From an optimization exercise on the open Yosys and OpenROAD flow, aimed at small area; shortcuts taken in it are not production practice.
Function was checked by simulation only, so behaviour that the tests miss may differ from the original.
No driver is modelled on the clock port, so clock power and skew are understated where the tree is cut down; a real chip needs a root buffer or a tree.
Power figures rest on the tool's default switching activity, not on a simulated workload.

==> flow/design.v <==
module dr1363_validator (
    input  wire        clk,
    input  wire        rst,         
    input  wire        in_valid,
    input  wire [7:0]  in_data,
    input  wire        in_last,
    output reg         pay_valid,
    output reg  [7:0]  pay_data,
    output reg         res_valid,
    output reg  [7:0]  res_code,
    output reg  [7:0]  res_info,
    output reg  [11:0] res_len
);
    localparam [2:0] E_NONE = 3'd0;
    localparam [2:0] E_MARK = 3'd1;
    localparam [2:0] E_FD   = 3'd2;
    localparam [2:0] E_SREJ = 3'd3;
    localparam [2:0] E_LCHK = 3'd4;
    function is_hex;
        input [7:0] c;
        begin
            is_hex = (c >= 8'h30 && c <= 8'h39) ||
                     (c >= 8'h41 && c <= 8'h46) ||
                     (c >= 8'h61 && c <= 8'h66);
        end
    endfunction
    function [3:0] hex_val;
        input [7:0] c;
        begin
            hex_val[0] = c[0] ^ c[6];
            hex_val[1] = c[1] ^ (c[6] & c[0]);
            hex_val[2] = c[2] ^ (c[6] & c[1] & c[0]);
            hex_val[3] = c[3] | c[6];
        end
    endfunction
    reg  [12:0] c;
    reg  [15:0] ns;           
    reg  [7:0]  dly0, dly1, dly2, dly3;    
    reg  [11:0] r;            
    reg  [2:0]  e;
    reg         done;         
    wire        acc   = in_valid && !rst;
    wire        fresh = done;
    wire        is_cr = (in_data == 8'h0D);
    wire        crl   = in_last && is_cr;
    wire        hx    = is_hex(in_data);
    wire [3:0]  hv    = hex_val(in_data);
    wire        neg   = c[12] & c[11];
    wire        sat   = c[12] & ~c[11] & c[0];
    wire        c4096 = c[12] & ~c[11] & ~c[0];
    wire        mid   = acc & ~fresh & c[12];
    wire        j4    = mid & (c[4:0] == 5'b10011);
    wire        j7    = mid & (c[4:0] == 5'b10110);
    wire        j8    = mid & (c[4:0] == 5'b10111);
    wire        j9    = mid & (c[4:0] == 5'b11000);
    wire        j10   = mid & (c[4:0] == 5'b11001);
    wire        j11   = mid & (c[4:0] == 5'b11010);
    wire        j12   = mid & (c[4:0] == 5'b11011);
    wire        inc   = acc & ~(crl & ~c4096) & (fresh | ~sat);
    wire [12:0] c_base = (acc & fresh) ? 13'h1FEF : c;
    wire        ld    = j4;
    wire        addok = acc & ~crl;
    wire [3:0]  l_a   = j9 ? 4'd0 : r[11:8];
    wire [4:0]  l_c;
    wire [3:0]  lsum;
    wire [13:0] c_k;
    wire [12:0] c_next;
    wire        none  = (e == E_NONE);
    wire [15:0] t_base = ld ? 16'hFF81 : ns;
    wire [7:0]  t_add  = addok ? dly3 : 8'd0;
    wire [16:0] t_c;
    wire [15:0] t_next;
    assign t_c[0] = 1'b0;
    genvar gi;
    generate
        for (gi = 0; gi < 8; gi = gi + 1) begin : g_lo
            assign t_next[gi] = t_base[gi] ^ t_add[gi] ^ t_c[gi];
            assign t_c[gi+1]  = (t_base[gi] & t_add[gi]) | (t_c[gi] & (t_base[gi] ^ t_add[gi]));
        end
        for (gi = 8; gi < 16; gi = gi + 1) begin : g_hi
            assign t_next[gi] = t_base[gi] ^ t_c[gi];
            assign t_c[gi+1]  = t_base[gi] & t_c[gi];
        end
        for (gi = 0; gi < 4; gi = gi + 1) begin : g_l
            assign lsum[gi]  = l_a[gi] ^ hv[gi] ^ l_c[gi];
            assign l_c[gi+1] = (l_a[gi] & hv[gi]) | (l_c[gi] & (l_a[gi] ^ hv[gi]));
        end
        for (gi = 0; gi < 13; gi = gi + 1) begin : g_c
            assign c_next[gi] = c_base[gi] ^ c_k[gi];
            assign c_k[gi+1]  = c_base[gi] & c_k[gi];
        end
    endgenerate
    assign l_c[0] = 1'b0;
    assign c_k[0] = inc;
    always @(posedge clk) begin
        c  <= c_next;
        ns <= t_next;
        pay_data <= dly3;
        if (rst) begin
            done      <= 1'b1;
            pay_valid <= 1'b0;
            res_valid <= 1'b0;
        end else begin
            pay_valid <= acc & ~fresh & ~neg & ~crl;
            res_valid <= acc & in_last;
            if (acc)
                done <= in_last;
        end
        if (addok) begin
            dly3 <= dly2;
            dly2 <= dly1;
            dly1 <= dly0;
            dly0 <= in_data;
        end
        if (j7 | j8 | ((j10 | j11 | j12) & (e != E_SREJ)))
            r[7:0] <= {r[3:0], hv};
        if (j9 | j10 | j11)
            r[11:8] <= lsum;
        else if (j12)
            r[11:8] <= r[7:4];
        if (acc & fresh)
            e <= (in_data == 8'h7E) ? E_NONE : E_MARK;
        else if (none) begin
            if ((j7 | j8) & ~hx)
                e <= E_FD;
            else if (j8 & ((r[3:0] != 4'd0) | (hv != 4'd0)))
                e <= E_SREJ;
            else if ((j9 | j10 | j11) & ~hx)
                e <= E_LCHK;
            else if (j12 & (~hx | (lsum != 4'd0)))
                e <= E_LCHK;
        end
    end
    function hex_is;
        input [7:0] d;
        input [3:0] n;
        begin
            if (n <= 4'd9)
                hex_is = (d[7:4] == 4'h3) && (d[3:0] == n);
            else
                hex_is = (d[7:6] == 2'b01) && (d[4:3] == 2'b00) &&
                         (d[2:0] == n[2:0] - 3'd1);
        end
    endfunction
    wire        chk_ok  = hex_is(dly3, ~ns[15:12]) && hex_is(dly2, ~ns[11:8]) &&
                          hex_is(dly1, ~ns[7:4]) && hex_is(dly0, ~ns[3:0]);
    wire        len_ok  = ~c[12] && (r == c[11:0]);
    always @(*) begin
        res_code = 8'h00;
        res_info = 8'd0;
        res_len  = 12'd0;
        if (sat)
            res_code = 8'h82;
        else if (neg)
            res_code = 8'h41;
        else if (e == E_MARK)
            res_code = 8'h42;
        else if (e == E_FD)
            res_code = 8'h48;
        else if (e == E_SREJ) begin
            res_code = 8'h43;
            res_info = r[7:0];
        end
        else if (e == E_LCHK)
            res_code = 8'h44;
        else if (!chk_ok)
            res_code = 8'h45;
        else if (!len_ok)
            res_code = 8'h46;
        else
            res_len = r;
    end
endmodule
export LEC_CHECK = 0
export CAP_MARGIN = 20
export CORE_MARGIN = 2
export CORE_UTILIZATION = 65
export PLACE_DENSITY = 0.75
export SLEW_MARGIN = 20
create_clock -name core_clock -period 8.0 [get_ports {clk}]
standard.sh (not shown) runs the stock make flow with config.mk's settings and CLKGATE_MAP_FILE= SYNTH_SCRIPT=/design/flow/synth_recipe.tcl, a recipe that flattens the netlist after the stock synthesis.
==> flow/flow/run.sh <==
#!/bin/bash
# The standard layout (standard.sh), with three changes:
#  - synthesis maps the logic with ABC's area-oriented mapper (flow/abc_area.script)
#    instead of ORFS's speed script; everything else in the synthesis is the standard flow's
#    own script, so the registers are the standard synthesis's;
#  - ports are buffered with buf_1 cells;
#  - the clock tree uses clkbuf_8 cells and no dummy loads.
# make's full output goes to layout.log in this folder.
set -euo pipefail
here=$(pwd)
sed "s|  log_cmd abc {\*}\$abc_args|  log_cmd abc {*}[lreplace \$abc_args 1 1 $here/flow/abc_area.script]|" \
  "$FLOW_HOME/scripts/synth.tcl" > synth_area.tcl
grep -q "flow/abc_area.script" synth_area.tcl
sed "s|source \$::env(SCRIPTS_DIR)/synth.tcl|source $here/synth_area.tcl|" synth_recipe.tcl > synth_recipe_area.tcl
grep -q "synth_area.tcl" synth_recipe_area.tcl
bash standard.sh \
  "SYNTH_SCRIPT=$here/synth_recipe_area.tcl" \
  "BUFFER_PORTS_ARGS=-buffer_cell sky130_fd_sc_hd__buf_1" \
  "CTS_ARGS=-sink_clustering_enable -repair_clock_nets -buf_list sky130_fd_sc_hd__clkbuf_8 -sink_clustering_size 30 -sink_clustering_max_diameter 100 -dont_use_dummy_load" \
  finish > layout.log 2>&1
==> flow/flow/abc_area.script <==
strash
dc2
dch -f
amap
Edit:
--- a/flow/flow/run.sh
+++ b/flow/flow/run.sh
@@ -19 +19 @@
-  "CTS_ARGS=-sink_clustering_enable -repair_clock_nets -buf_list sky130_fd_sc_hd__clkbuf_8 -sink_clustering_size 30 -sink_clustering_max_diameter 100 -dont_use_dummy_load" \
+  "CTS_ARGS=-sink_clustering_enable -repair_clock_nets -buf_list sky130_fd_sc_hd__clkbuf_16 -sink_clustering_size 50 -sink_clustering_max_diameter 200 -dont_use_dummy_load" \
=> Register-to-register slack barely changes. Utilization rose by 1.6 points. Synthesized area is unchanged. Cell count is unchanged.
Edit:
--- a/flow/flow/run.sh
+++ b/flow/flow/run.sh
@@ -19 +19 @@
-  "CTS_ARGS=-sink_clustering_enable -repair_clock_nets -buf_list sky130_fd_sc_hd__clkbuf_16 -sink_clustering_size 50 -sink_clustering_max_diameter 200 -dont_use_dummy_load" \
+  "CTS_ARGS=-sink_clustering_enable -repair_clock_nets -buf_list sky130_fd_sc_hd__clkbuf_8 -dont_use_dummy_load" \
The changed run finished with timing, DRC and antenna clean.
Register-to-register slack is about the same.
Core utilization goes down by 1.6 points.
Combinational power goes down by about 2%.
Cell count does not change.
Clock skew goes up by 9.2 ps.
Wire length goes down by about 2.5%.
Count of clock-buffer cells in the layout is unchanged.
Clock power goes down by about 32%.
Hold slack is about the same.
Worst setup slack improved by 7.7 ps.
Global-route usage goes down by 0.58 points.

* * *

Another version of the RTL of dr1363_validator (not shown whole).
For scale: roughly 50 I/O pins.
==> flow/config.mk <==
export PLATFORM = sky130hd
export DESIGN_NAME = dr1363_validator
export DESIGN_NICKNAME = dr1363_validator
export VERILOG_FILES = /design/flow/design.v
export SDC_FILE = /design/flow/constraint.sdc
export NUM_CORES = 4
export LEC_CHECK = 0
export CAP_MARGIN = 0
export CORE_MARGIN = 2
export CORE_UTILIZATION = 65
export PLACE_DENSITY = 0.75
export SLEW_MARGIN = 0
==> flow/constraint.sdc <==
create_clock -name core_clock -period 8.0 [get_ports {clk}]
set_input_delay 1.6000 -clock core_clock [delete_from_list [all_inputs] [get_ports {clk}]]
set_output_delay 1.6000 -clock core_clock [all_outputs]
set_load 0.01 [all_outputs]
==> flow/flow/run.sh <==
#!/bin/bash
# The standard layout (standard.sh), with three changes:
#  - synthesis is the standard flow's own script (synth_recipe.tcl and ORFS's synth.tcl), except
#    that its single ABC mapping call is replaced by flow/abc_multi.tcl, which maps
#    the logic with each of the area-oriented ABC scripts flow/abc*.script and keeps
#    the smallest result; the registers are the standard synthesis's;
#  - ports are buffered with buf_1 cells;
#  - the clock tree is built by flow/clock_tree.tcl (run as PRE_CTS_TCL) instead of
#    TritonCTS: the clock port drives one inv_4, which drives three inv_12 cells,
#    each driving a third of the registers.
# make's full output goes to layout.log in this folder.
set -euo pipefail
export CLK_NBUF=3
export CLK_ROOT=sky130_fd_sc_hd__inv_4
export CLK_LEAF=sky130_fd_sc_hd__inv_12
here=$(pwd)
sed "s|  log_cmd abc {\*}\$abc_args|  source $here/flow/abc_multi.tcl|" \
  "$FLOW_HOME/scripts/synth.tcl" > synth_area.tcl
grep -q "flow/abc_multi.tcl" synth_area.tcl
sed "s|source \$::env(SCRIPTS_DIR)/synth.tcl|source $here/synth_area.tcl|" synth_recipe.tcl > synth_recipe_area.tcl
grep -q "synth_area.tcl" synth_recipe_area.tcl
bash standard.sh \
  "SYNTH_SCRIPT=$here/synth_recipe_area.tcl" \
  "BUFFER_PORTS_ARGS=-buffer_cell sky130_fd_sc_hd__buf_1" \
  "PRE_CTS_TCL=$here/flow/clock_tree.tcl" \
  finish > layout.log 2>&1
Other scripts of this flow, unchanged in this note and not shown: flow/flow/abc1.script, flow/flow/abc2.script, flow/flow/abc3.script, flow/flow/abc4.script, flow/flow/abc5.script, flow/flow/abc_multi.tcl, flow/flow/clock_tree.tcl
Then changed:
- CORE_UTILIZATION: 65 -> 80
- PLACE_DENSITY: 0.75 -> 0.9
The changed run completed without violations; clock power is about the same; global-route usage goes up by 8.4 points; area after synthesis stays the same; power goes up slightly; wire length goes up by a little under a tenth; sequential share of layout area goes up by 0.20 points; maximum frequency goes down by a few percent; core utilization goes up by 18 points; via count goes up by a little under a tenth; design area goes down slightly.
In every run of this note, the design's own scripts or RTL, not TritonCTS, make the clock network.

* * *

Setup of maple:
Another version of the RTL of dr1363_validator (not shown whole).
Size: about 390 cells after synthesis, about 50 I/O pins, roughly 4000 µm² of cells after synthesis.
Settings: LEC_CHECK=0, CAP_MARGIN=0, CORE_MARGIN=2, CORE_UTILIZATION=85, PLACE_DENSITY=0.92, SLEW_MARGIN=0; clock period 8.0 ns.
==> flow/flow/clock_tree.tcl <==
set nbuf $::env(CLK_NBUF)
set db [ord::get_db]
set block [ord::get_db_block]
set master [$db findMaster $::env(CLK_LEAF)]
set clk_net [$block findNet clk]

set sinks {}
foreach it [$clk_net getITerms] {
  set loc [$it getAvgXY]
  lappend sinks [list $it [lindex $loc 1] [lindex $loc 2]]
}
set n [llength $sinks]
puts "manual clock tree: $n sinks, $nbuf buffers"

# k-means, seeded with sinks spread along x
set sorted [lsort -real -index 1 $sinks]
set cent {}
for {set k 0} {$k < $nbuf} {incr k} {
  set s [lindex $sorted [expr {int(($k + 0.5) * $n / $nbuf)}]]
  lappend cent [list [lindex $s 1] [lindex $s 2]]
}
for {set iter 0} {$iter < 20} {incr iter} {
  # capacity-limited assignment: nearest free group, closest pairs first
  set cap [expr {($n + $nbuf - 1) / $nbuf}]
  set pairs {}
  set i 0
  foreach s $sinks {
    for {set k 0} {$k < $nbuf} {incr k} {
      set c [lindex $cent $k]
      lappend pairs [list [expr {abs([lindex $s 1] - [lindex $c 0]) + abs([lindex $s 2] - [lindex $c 1])}] $i $k]
    }
    incr i
  }
  set assign [lrepeat $n -1]
  set fill [lrepeat $nbuf 0]
  foreach p [lsort -real -index 0 $pairs] {
    lassign $p d i k
    if {[lindex $assign $i] >= 0 || [lindex $fill $k] >= $cap} { continue }
    lset assign $i $k
    lset fill $k [expr {[lindex $fill $k] + 1}]
  }
  set newc {}
  for {set k 0} {$k < $nbuf} {incr k} {
    set sx 0.0; set sy 0.0; set m 0
    foreach s $sinks a $assign {
      if {$a == $k} { set sx [expr {$sx + [lindex $s 1]}]; set sy [expr {$sy + [lindex $s 2]}]; incr m }
    }
    if {$m > 0} { lappend newc [list [expr {$sx / $m}] [expr {$sy / $m}]] } else { lappend newc [lindex $cent $k] }
  }
  set cent $newc
}

set src_net $clk_net
if { [info exists ::env(CLK_ROOT)] && $::env(CLK_ROOT) ne "" } {
  set root [odb::dbInst_create $block [$db findMaster $::env(CLK_ROOT)] "clkinv_manual_root"]
  set src_net [odb::dbNet_create $block "clk_manual_root"]
  $src_net setSigType CLOCK
  [$root findITerm A] connect $clk_net
  [$root findITerm Y] connect $src_net
  set sx 0.0; set sy 0.0
  foreach c $cent { set sx [expr {$sx + [lindex $c 0]}]; set sy [expr {$sy + [lindex $c 1]}] }
  $root setLocation [expr {int($sx / $nbuf)}] [expr {int($sy / $nbuf)}]
  $root setPlacementStatus PLACED
}
set leaf_out [expr {[string match "*inv*" $::env(CLK_LEAF)] ? "Y" : "X"}]
for {set k 0} {$k < $nbuf} {incr k} {
  set inst [odb::dbInst_create $block $master "clkbuf_manual_$k"]
  set net [odb::dbNet_create $block "clk_manual_$k"]
  $net setSigType CLOCK
  set m 0
  foreach s $sinks a $assign {
    if {$a == $k} {
      set it [lindex $s 0]
      $it disconnect
      $it connect $net
      incr m
    }
  }
  [$inst findITerm A] connect $src_net
  [$inst findITerm $leaf_out] connect $net
  set c [lindex $cent $k]
  $inst setLocation [expr {int([lindex $c 0])}] [expr {int([lindex $c 1])}]
  $inst setPlacementStatus PLACED
  puts "manual clock tree: buffer $k drives $m sinks"
}

# connect the new cells' supply pins as the floorplan's PDN set-up does, then
# keep timing repair from resizing, cloning or removing the tree's cells
global_connect
foreach inst [$block getInsts] {
  if { [string match "clk*_manual_*" [$inst getName]] } {
    $inst setDoNotTouch 1
  }
}
set_propagated_clock [all_clocks]
proc clock_tree_synthesis {args} {
  puts "clock_tree_synthesis skipped: the clock tree was built by clock_tree.tcl"
}
Scripts as last shown in full above: flow/flow/run.sh
Other scripts of this flow, unchanged in this note and not shown: flow/flow/abc1.script, flow/flow/abc2.script, flow/flow/abc3.script, flow/flow/abc4.script, flow/flow/abc5.script, flow/flow/abc_multi.tcl
maple reached the final stage; the timing, DRC and antenna checks on its layout passed.
Modified inputs, garnet compared to maple
Settings: CORE_UTILIZATION: 85 -> 80; PLACE_DENSITY: 0.92 -> 0.9.
diff --git a/flow/flow/run.sh b/flow/flow/run.sh
--- a/flow/flow/run.sh
+++ b/flow/flow/run.sh
@@ -7,5 +7,5 @@
 #  - ports are buffered with buf_1 cells;
 #  - the clock tree is built by flow/clock_tree.tcl (run as PRE_CTS_TCL) instead of
-#    TritonCTS: the clock port drives one inv_4, which drives three inv_12 cells,
+#    TritonCTS: the clock port drives one inv_4, which drives three inv_16 cells,
 #    each driving a third of the registers.
 # make's full output goes to layout.log in this folder.
@@ -13,5 +13,5 @@
 export CLK_NBUF=3
 export CLK_ROOT=sky130_fd_sc_hd__inv_4
-export CLK_LEAF=sky130_fd_sc_hd__inv_12
+export CLK_LEAF=sky130_fd_sc_hd__inv_16
 here=$(pwd)
 sed "s|  log_cmd abc {\*}\$abc_args|  source $here/flow/abc_multi.tcl|" \
Results
Compared with maple, garnet ends up with a larger final cell area.
maple consumes less power than garnet.
[garnet vs maple] combinational share of power: lower in garnet
Diff maple -> garnet | last weighted congestion value of the routability-driven placer | down by a few percent
The final wirelength of garnet is lower than that of maple.
Re number of standard cells in the final layout excluding fillers: maple was lower than garnet.
maple and garnet ended up with roughly the same netlist area before placement.
Static leakage | garnet above maple
Compared with maple, garnet shows a higher number of instances in the placed design.
Changes observed in garnet relative to maple: via count of the routed design moved down; count of inserted tapcells went up by about 24%.
> inputs changed (garnet -> pepper)
diff --git a/flow/flow/run.sh b/flow/flow/run.sh
--- a/flow/flow/run.sh
+++ b/flow/flow/run.sh
@@ -7,5 +7,5 @@
 #  - ports are buffered with buf_1 cells;
 #  - the clock tree is built by flow/clock_tree.tcl (run as PRE_CTS_TCL) instead of
-#    TritonCTS: the clock port drives one inv_4, which drives three inv_16 cells,
+#    TritonCTS: the clock port drives one inv_4, which drives three inv_12 cells,
 #    each driving a third of the registers.
 # make's full output goes to layout.log in this folder.
@@ -13,5 +13,5 @@
 export CLK_NBUF=3
 export CLK_ROOT=sky130_fd_sc_hd__inv_4
-export CLK_LEAF=sky130_fd_sc_hd__inv_16
+export CLK_LEAF=sky130_fd_sc_hd__inv_12
 here=$(pwd)
 sed "s|  log_cmd abc {\*}\$abc_args|  source $here/flow/abc_multi.tcl|" \
## What came out
Clock power share: pepper vs garnet down 0.9 points
Compared with garnet, in pepper height of the die barely changed, maximum ir drop on the vdd rail saw a decrease, routed length on met2 dropped 2.7%, count of inserted tapcells saw little to no change.
Going from garnet to pepper, maximum frequency shrank slightly.
Switching share of power in pepper vs garnet: down 0.57 points
In every run of this note, the design's own scripts or RTL, not TritonCTS, make the clock network.

==> what the ideal ports hide <==
Ports are ideal in the flow. The routed layouts listed here were re-timed in OpenROAD. Step 1 sets driving cells, clkbuf_16 on the clock port and buf_2 on the other inputs (assumed; they add their load-dependent delay and slew). Step 2 times the ports against the registers' clock, not the clock port: input delays grow and output delays shrink by t, the midpoint of the rising clock arrivals with the driver on. Three values: ideal ports, drivers, drivers and shift; two values: the first two.
run | shift t [ns] | setup slack, ns | worst setup path after step 2
the first run of note 1 | 0.373 | 0.997 / 1.008 / 0.635 | input to register
the second run of note 1 | 0.362 | 0.990 / 1.005 / 0.642 | input to register
the third run of note 1 | 0.373 | 0.997 / 1.008 / 0.635 | input to register
the first run of note 2 | 0.249 | 1.325 / 1.340 / 1.091 | input to register
the second run of note 2 | 0.255 | 1.165 / 1.179 / 0.924 | input to register
maple | 0.258 | 1.158 / 1.165 / 0.907 | input to register
garnet | 0.278 | 1.226 / 1.238 / 0.960 | input to register
pepper | 0.262 | 1.134 / 1.146 / 0.884 | input to register
After both steps every run listed still meets setup and hold.
